Context: an optimization exercise on an open-source flow, tuned for small area, a short achievable clock period and few clock cycles per item. The choices shown serve that exercise and are no tape-out recipe.
In this exercise RTL edits were held to simulation tests only and were not proved equivalent to the original.
Power and IR drop assume default switching activity.

==> trial 64 <==
// cmix_mixer
module cmix_mixer (
    input  wire        clk,
    input  wire        reset,
    input  wire [63:0] cmd,
    input  wire        cmd_valid,
    output wire        cmd_ready,
    output wire [31:0] rsp,
    output reg         rsp_valid
);
Settings: LEC_CHECK=0, CAP_MARGIN=50, CORE_MARGIN=2, CORE_UTILIZATION=40, PLACE_DENSITY=0.6, SETUP_SLACK_MARGIN=5, SLEW_MARGIN=70; clock period 17.0 ns.
run.sh (not shown) runs the stock make flow with config.mk's settings and CLKGATE_MAP_FILE= SYNTH_SCRIPT=/design/flow/synth_recipe.tcl, a recipe that flattens the netlist after the stock synthesis.
==> trial 93: changes against trial 64 <==
--- a/flow/design.v
+++ b/flow/design.v
@@ -70,49 +70,14 @@
                 sq_post = 12'd4095;
             else if (p[28])
                 sq_post = 12'd0;
             else
                 sq_post = m[18:7];
         end
     endfunction
-    function [28:0] sq_posta(input [29:0] p);
-        reg [39:0] r0, r1, r2, r3, r4, r5, r6, r7;
-        reg [79:0] t1, t2, t3, t4, t5, t6;
-        reg  [7:0] lo;
-        begin
-            r0 = p[0] ? {31'd0, p[15:7]}       : 40'd0;
-            r1 = p[1] ? {30'd0, p[15:7], 1'd0} : 40'd0;
-            r2 = p[2] ? {29'd0, p[15:7], 2'd0} : 40'd0;
-            r3 = p[3] ? {28'd0, p[15:7], 3'd0} : 40'd0;
-            r4 = p[4] ? {27'd0, p[15:7], 4'd0} : 40'd0;
-            r5 = p[5] ? {26'd0, p[15:7], 5'd0} : 40'd0;
-            r6 = p[6] ? {25'd0, p[15:7], 6'd0} : 40'd0;
-            r7 = {21'd0, p[27:16], 7'd64};
-            t1 = csa40(r0, r1, r2);
-            t2 = csa40(r3, r4, r5);
-            t3 = csa40(r6, r7, t1[39:0]);
-            t4 = csa40(t1[79:40], t2[39:0], t2[79:40]);
-            t5 = csa40(t3[39:0], t3[79:40], t4[39:0]);
-            t6 = csa40(t5[39:0], t5[79:40], t4[79:40]);
-            lo = {1'b0, t6[6:0]} + {1'b0, t6[46:40]};
-            sq_posta = {p[29], p[28], t6[19:7], t6[59:47], lo[7]};
-        end
-    endfunction
-    function [11:0] sq_postb(input [28:0] q);
-        reg [12:0] m;
-        begin
-            m = q[26:14] + q[13:1] + {12'd0, q[0]};
-            if (q[28])
-                sq_postb = 12'd4095;
-            else if (q[27])
-                sq_postb = 12'd0;
-            else
-                sq_postb = m[11:0];
-        end
-    endfunction
     function [39:0] ks40(input [39:0] a, input [39:0] b);
         reg [39:0] g, p, x;
         integer i, d;
         begin
             g = a & b;
             p = a ^ b;
             x = p;
@@ -199,62 +164,58 @@
     reg         [35:0] dps [0:7];      
     reg         [35:0] dpc [0:7];
     reg          [7:0] dneg_r;
     reg  signed [35:0] racc  [0:7];
     reg          [7:0] wflag;
     reg         [17:0] dp8   [0:7];   
     reg                dc_v;
-    reg         pf1, pf2, pf3, pf4, pf5, pf6, pf7, pf8, pf9, pf10;
-    reg  [16:0] zo_r;
-    reg  [28:0] zba, zoa;
-    reg         pf4b, pf3b, pf4c, pf4d;
-    reg         pf2b, pf3c, pf3d, pf4e, pf4f, pf4g, pf4h;
-    wire  [7:0] pf4x = {pf4h, pf4g, pf4f, pf4e, pf4d, pf4c, pf4b, pf4};
+    reg         pf1, pf2, pf3, pf4, pf5, pf6, pf7, pf8;
+    reg         pf4b, pf3b, pf4c, pf4d;  
     reg  [23:0] q0, q1, q2;
     reg         p_tr;
     reg   [2:0] p_ncxt;
     reg  [29:0] psel_r [0:5];    
     reg  [15:0] ptx2_r [0:5];    
     reg  signed [25:0] z;
     reg         [31:0] z15r;
     reg         [29:0] zbp, zop;
-    reg   [9:0] tk_v, tk_p;
+    reg   [7:0] tk_v, tk_p;
     reg         t1_sq;
     reg  [29:0] t1_q;
-    reg  [11:0] tk_val [2:10];
-    reg  [10:2] tk_sq;
+    reg  [11:0] tk_val [2:8];
+    reg   [8:2] tk_sq;
     integer s, v, k;
     reg  [15:0] lr_n    [0:5];
     reg  [15:0] stepv_n [0:7];
     always @(*) begin
         for (s = 0; s < 6; s = s + 1)
             lr_n[s] = ks40({8'd0, lrow0[s]}, {8'd0, lrow1[s]}) >> 16;
         for (v = 0; v < 8; v = v + 1) begin
             stepv_n[v] = 16'd0;
             for (s = 0; s < 6; s = s + 1)
                 if (pf2 ? (s == v) : (ph1_pend && s < tr_ncxt && cxt[s] == v && occ[s] == ph1_j))
                     stepv_n[v] = stepv_n[v] | lr_n[s];
         end
     end
-    wire p_busy    = pf1 | pf2 | pf3 | pf4 | pf5 | pf6 | pf7 | pf8 | pf9 | pf10;
+    wire p_busy    = pf1 | pf2 | pf3 | pf4 | pf5 | pf6 | pf7 | pf8;
     wire aligned   = (head == nx[3:0]);
     wire head_pend = tr_active && ({1'b0, head} < tr_n);
     wire last_sub  = (tr_j == maxocc);
     wire need_idle = e_v && (e_p || e_upd || e_set);
     wire want_add  = e_v && e_add && !nx[4] && aligned && !pf1;
     wire want_pad  = e_v && e_p && aligned && !tr_active && (nx[2:0] != 3'd0);
     wire auto_rot  = !aligned || (tr_active && need_idle);
     wire rot_req   = want_add || want_pad || auto_rot;
     wire inplace   = rot_req && head_pend && !last_sub;
     wire rot       = rot_req && !inplace;
     wire add_go    = want_add && !inplace;
     wire pad_go    = want_pad && !inplace;
     wire p_go   = e_v && e_p && aligned && !tr_active && (nx[2:0] == 3'd0) &&
                   !ph1_dot && !ph2_dot && !da_v && !db_v && !dc_v && !p_busy;
-    wire upd_go = e_v && e_upd && aligned && !tr_active && !pf1 && !pf2 && !set_last && !set_last2;
+    wire upd_go = e_v && e_upd && aligned && !tr_active && !pf1 && !set_last && !set_last2;
     wire set_go = e_v && e_set && !tr_active;
     wire e_done = e_v && ((e_add && (nx[4] || add_go)) || p_go || upd_go || set_go ||
                           !(e_add || e_p || e_upd || e_set));
     wire e_free = !e_v || e_done;
     wire ynext = (e_v && e_sety) ? e_c[0] : y;
     reg  signed [15:0] err_n [0:5];
     wire signed [13:0] e2v  = $signed({1'b0, ynext, 12'd0}) - $signed({2'b00, base2});
@@ -318,16 +279,22 @@
             dpv = dp9x[31:9];
             dp8_n[v][17]   = !dpv[22] && ((|dpv[21:11]) || (&dpv[10:0]));
             dp8_n[v][16]   = dpv[22] && (!(&dpv[21:11]) || (dpv[10:1] == 10'd0));
             dp8_n[v][15:0] = (!dpv[22] && (|dpv[21:15])) ? 16'h7fff :
                              (dpv[22] && !(&dpv[21:15])) ? 16'h8000 : dpv[15:0];
         end
     end
-    wire [11:0] uzb = sq_postb(zba);
-    wire [11:0] uzo = sq_postb(zoa);
+    wire [11:0] u0 = sq_post(psel_r[0]);
+    wire [11:0] u1 = sq_post(psel_r[1]);
+    wire [11:0] uzb = sq_post(zbp);
+    wire [11:0] uzo = sq_post(zop);
+    wire [11:0] u2 = sq_post(psel_r[2]);
+    wire [11:0] u3 = sq_post(psel_r[3]);
+    wire [11:0] u4 = sq_post(psel_r[4]);
+    wire [11:0] u5 = sq_post(psel_r[5]);
     wire [11:0] usq = sq_post(t1_q);
     function [31:0] add4(input [31:0] a, input [31:0] b, input [31:0] c, input [31:0] d);
         reg [79:0] t1, t2;
         reg [39:0] m;
         begin
             t1 = csa40({8'd0, a}, {8'd0, b}, {8'd0, c});
             t2 = csa40(t1[39:0], t1[79:40], {8'd0, d});
@@ -350,15 +317,15 @@
             t4 = csa40(t3[39:0], t3[79:40], t2[79:40]);
             t5 = csa40(t4[39:0], t4[79:40], 40'd3);
             m  = ks40(t5[39:0], t5[79:40]);
             z15f = m[31:0];
         end
     endfunction
     wire [18:0] zb   = z15r[31:13];
-    wire [16:0] zo   = zo_r;
+    wire [16:0] zo   = z[25:9];
     wire [17:0] zbq_n = {!zb[18] && ((|zb[17:11]) || (&zb[10:0])),
                          zb[18] && (!(&zb[17:11]) || (zb[10:1] == 10'd0)), zb[15:0]};
     wire [17:0] zoq_n = {!zo[16] && ((|zo[15:11]) || (&zo[10:0])),
                          zo[16] && (!(&zo[15:11]) || (zo[10:1] == 10'd0)), zo[15:0]};
     wire [17:0] e_q = {!e_c[23] && ((|e_c[22:11]) || (&e_c[10:0])),
                        e_c[23] && (!(&e_c[22:11]) || (e_c[10:1] == 10'd0)), e_c[15:0]};
     reg [2:0] occ_n [0:5];
@@ -387,16 +354,16 @@
     genvar g;
     generate
         for (g = 0; g < 6; g = g + 1) begin : g_lane
             mul16_rcs u_mul (.a(la_r[g]), .b(lb_r[g]), .r0(lr0_n[g]), .r1(lr1_n[g]));
         end
         for (g = 0; g < 8; g = g + 1) begin : g_dot
             if (g < 6) begin : g_l2
-                assign dma[g] = pf4x[(g < 4) ? 2*g : 2*g - 7] ? tx2[g] : tcol[15];
-                assign dmb[g] = pf4x[(g < 2) ? 2*g + 5 : 2*g - 4] ? wx2[g] : wcol[15][16*g +: 16];
+                assign dma[g] = (g < 3 ? pf4  : pf4c) ? tx2[g] : tcol[15];
+                assign dmb[g] = (g < 3 ? pf4b : pf4d) ? wx2[g] : wcol[15][16*g +: 16];
             end else begin : g_l1
                 assign dma[g] = tcol[15];
                 assign dmb[g] = wcol[15][16*g +: 16];
             end
             mul16_cs36 u_mul (.a(dma[g]), .b(dmb[g]), .r0(dps_n[g]), .r1(dpc_n[g]));
         end
     endgenerate
@@ -457,58 +424,48 @@
         end else if (da_v && da_first) begin
             for (v = 0; v < 8; v = v + 1)
                 racc[v] <= 36'sd0;
         end else if (pf1 && p_part) begin
             for (v = 0; v < 8; v = v + 1)
                 racc[v] <= {racc[v][35:8], 8'd0};
         end
-        if (pf1)
-            for (s = 0; s < 6; s = s + 1)
-                psel_r[s] <= {1'b0, sq_posta(psel_r[s])};
         if (p_go) begin
             p_tr   <= nx2f;
             p_ncxt <= ncxt;
             for (s = 0; s < 6; s = s + 1) begin
                 psel_r[s] <= sq_pre((nx == 5'd0) ? 18'd0 : dp8[cxt[s]]);
                 ptx2_r[s] <= (nx == 5'd0 || s >= ncxt) ? 16'd0 : dp8[cxt[s]][15:0];
             end
         end
         pf4b <= pf3;
         pf3b <= pf2;
         pf4d <= pf3b;
-        pf2b <= pf1;
-        pf3d <= pf2b;
-        pf4f <= pf3c;
-        pf4h <= pf3d;
         q0 <= q0_n[31:8];
         q1 <= q1_n[31:8];
         q2 <= q2_n[31:8];
         z  <= zsum;
-        z15r <= {{2{z[25]}}, z, 4'd0} - {{6{z[25]}}, z};
-        zo_r <= z[25:9];
-        zba  <= sq_posta(zbp);
-        zoa  <= sq_posta(zop);
+        z15r <= z15f(q0, q1, q2);
         zbp <= sq_pre(zbq_n);
         zop <= sq_pre(zoq_n);
         for (s = 0; s < 6; s = s + 1)
             occ_p[s] <= occ_n[s];
         maxocc_p <= maxocc_n;
         if (upd_go) begin
             for (s = 0; s < 6; s = s + 1)
                 occ[s] <= occ_p[s];
             maxocc  <= maxocc_p;
             tr_n    <= nx;
             tr_ncxt <= ncxt;
         end
-        tk_p   <= {tk_p[8:0], e_p};
+        tk_p   <= {tk_p[6:0], e_p};
         t1_sq  <= e_sq;
         t1_q   <= sq_pre(e_q);
         tk_sq[2] <= t1_sq;
         tk_val[2] <= usq;
-        for (k = 3; k <= 10; k = k + 1) begin
+        for (k = 3; k <= 8; k = k + 1) begin
             tk_sq[k]  <= tk_sq[k-1];
             tk_val[k] <= tk_val[k-1];
         end
         rst_r <= reset;
         if (rst_r) begin
             s_v       <= 1'b0;
             e_v       <= 1'b0;
@@ -540,21 +497,16 @@
             pf2       <= 1'b0;
             pf3       <= 1'b0;
             pf4       <= 1'b0;
             pf5       <= 1'b0;
             pf6       <= 1'b0;
             pf7       <= 1'b0;
             pf8       <= 1'b0;
-            pf9       <= 1'b0;
-            pf10      <= 1'b0;
             pf4c      <= 1'b0;
-            pf3c      <= 1'b0;
-            pf4e      <= 1'b0;
-            pf4g      <= 1'b0;
-            tk_v      <= 10'd0;
+            tk_v      <= 8'd0;
             rsp_v_r <= 1'b0;
             for (s = 0; s < 6; s = s + 1) begin
                 wx2[s] <= 16'sh7fff;
                 pr[s]  <= 12'd0;
                 cxt[s] <= 3'd0;
             end
         end else begin
@@ -565,21 +517,21 @@
                 end
             end else if (cmd_valid && cmd_ready) begin
                 if (e_free) e_v <= 1'b1;
                 else        s_v <= 1'b1;
             end else if (e_done) begin
                 e_v <= 1'b0;
             end
-            tk_v      <= {tk_v[8:0], e_done};
-            rsp_v_r <= tk_v[9];
-            if (tk_v[9]) begin
-                if (tk_p[9])
+            tk_v      <= {tk_v[6:0], e_done};
+            rsp_v_r <= tk_v[7];
+            if (tk_v[7]) begin
+                if (tk_p[7])
                     res <= uzo;
-                else if (tk_sq[10])
-                    res <= tk_val[10];
+                else if (tk_sq[8])
+                    res <= tk_val[8];
             end
             ph1_rot  <= rot;
             ph1_inpl <= inplace;
             ph1_dot  <= add_go;
             ph2_rot  <= ph1_rot;
             ph2_inpl <= ph1_inpl;
             ph2_dot  <= ph1_dot;
@@ -623,37 +575,34 @@
             pf2 <= pf1;
             pf3 <= pf2;
             pf4 <= pf3;
             pf5 <= pf4;
             pf6 <= pf5;
             pf7 <= pf6;
             pf8 <= pf7;
-            pf9 <= pf8;
-            pf10 <= pf9;
             pf4c <= pf3b;
-            pf3c <= pf2b;
-            pf4e <= pf3c;
-            pf4g <= pf3d;
             if (p_go) begin
                 nx2f   <= 1'b1;
                 part   <= 1'b0;
                 p_part <= part;
             end
             if (pf1) begin
                 for (s = 0; s < 6; s = s + 1)
                     tx2[s] <= ptx2_r[s];
+                if (p_ncxt > 3'd0) pr[0] <= u0;
+                if (p_ncxt > 3'd1) pr[1] <= u1;
+                if (p_ncxt > 3'd2) pr[2] <= u2;
+                if (p_ncxt > 3'd3) pr[3] <= u3;
+                if (p_ncxt > 3'd4) pr[4] <= u4;
+                if (p_ncxt > 3'd5) pr[5] <= u5;
             end
-            if (pf2)
-                for (s = 0; s < 6; s = s + 1)
-                    if (s < p_ncxt)
-                        pr[s] <= sq_postb(psel_r[s][28:0]);
             if (pf3)
                 for (s = 0; s < 6; s = s + 1)
                     wx2[s] <= wx2_n[s];
-            if (pf10)
+            if (pf8)
                 base2 <= uzb;
         end
     end
     assign rsp = {20'd0, res};
 endmodule
 module mul16_cs36 (input wire [15:0] a, input wire [15:0] b, output wire [35:0] r0, output wire [35:0] r1);
     wire n_n1;
==> notes.md <==
| item | trial 93 | trial 64 |
|---|---|---|
| Outcome | complete, no violations | complete, no violations |
| Final wirelength | 1150 mm | 1150 mm |
| Drt first-iter violations | 21085 | 23220 |
| Data arrival time at the worst-slack endpoint | 2970 ps | 3280 ps |
| Final core area utilization | 0.461 | 0.462 |
| Combined buffer and inverter count along the critical path | 3 | 5 |
| Number of antenna violations at the first check in global routing | 188 | 198 |
| Final period util | 0.375 | 0.393 |
| Final hold slack | 305 ps | 280 ps |
| Total standard cell area after synthesis | 338000 um2 | 342000 um2 |
| Logic depth of the worst register-to-register path | 22 | 16 |
| Clk network pwr share | 0.326 | 0.400 |
| Fraction of standard cell area in multi-input logic | 0.494 | 0.493 |
| Combinational power | 12.5 mW | 5.94 mW |
| Fraction of standard cell area that is sequential | 0.344 | 0.345 |
| Total placed cells including tap cells | 42051 | 42538 |
| Worst Setup EP | cmd_ready | rsp_valid |
| Seq group | 13.9 mW | 14.2 mW |
| Sequential share of the synthesized area | 0.394 | 0.395 |
| Total Die Area | 852000 um2 | 864000 um2 |
| Levels on crit path | 4 | 6 |
| Delay of the slowest cell on the worst path | 680 ps | 620 ps |
| Total number of placement rows | 337 | 339 |
Testbench counts of trial 64, summed over its fixed seeds: cycles 62,632, bits 2,400.
Testbench counts of trial 93, summed over its fixed seeds: cycles 62,616, bits 2,400.

==> afterwards: timing with drivers on the ports <==
In the flow no input, the clock included, has a driving cell. The finished layouts below were timed again as built, in two steps.
Step 1: set_driving_cell puts a clkbuf_16 on clk and a buf_2 on each other input, an assumption about the parent block.
Step 2 moves the port delays by t, midway between the first and last clock arrival at a register: inputs arrive t later, outputs are due t later. That takes back most of the time a late clock gives input paths.
Slacks: no drivers / after step 1 / after step 2; pairs: no drivers / after step 1.
run	shift t [ns]	setup slack, ns	worst setup path after step 2
trial 64	1.307	10.321 / 10.158 / 11.465	register to output
trial 93	1.280	10.627 / 10.469 / 10.938	register to register
After both steps every run listed still meets setup and hold.
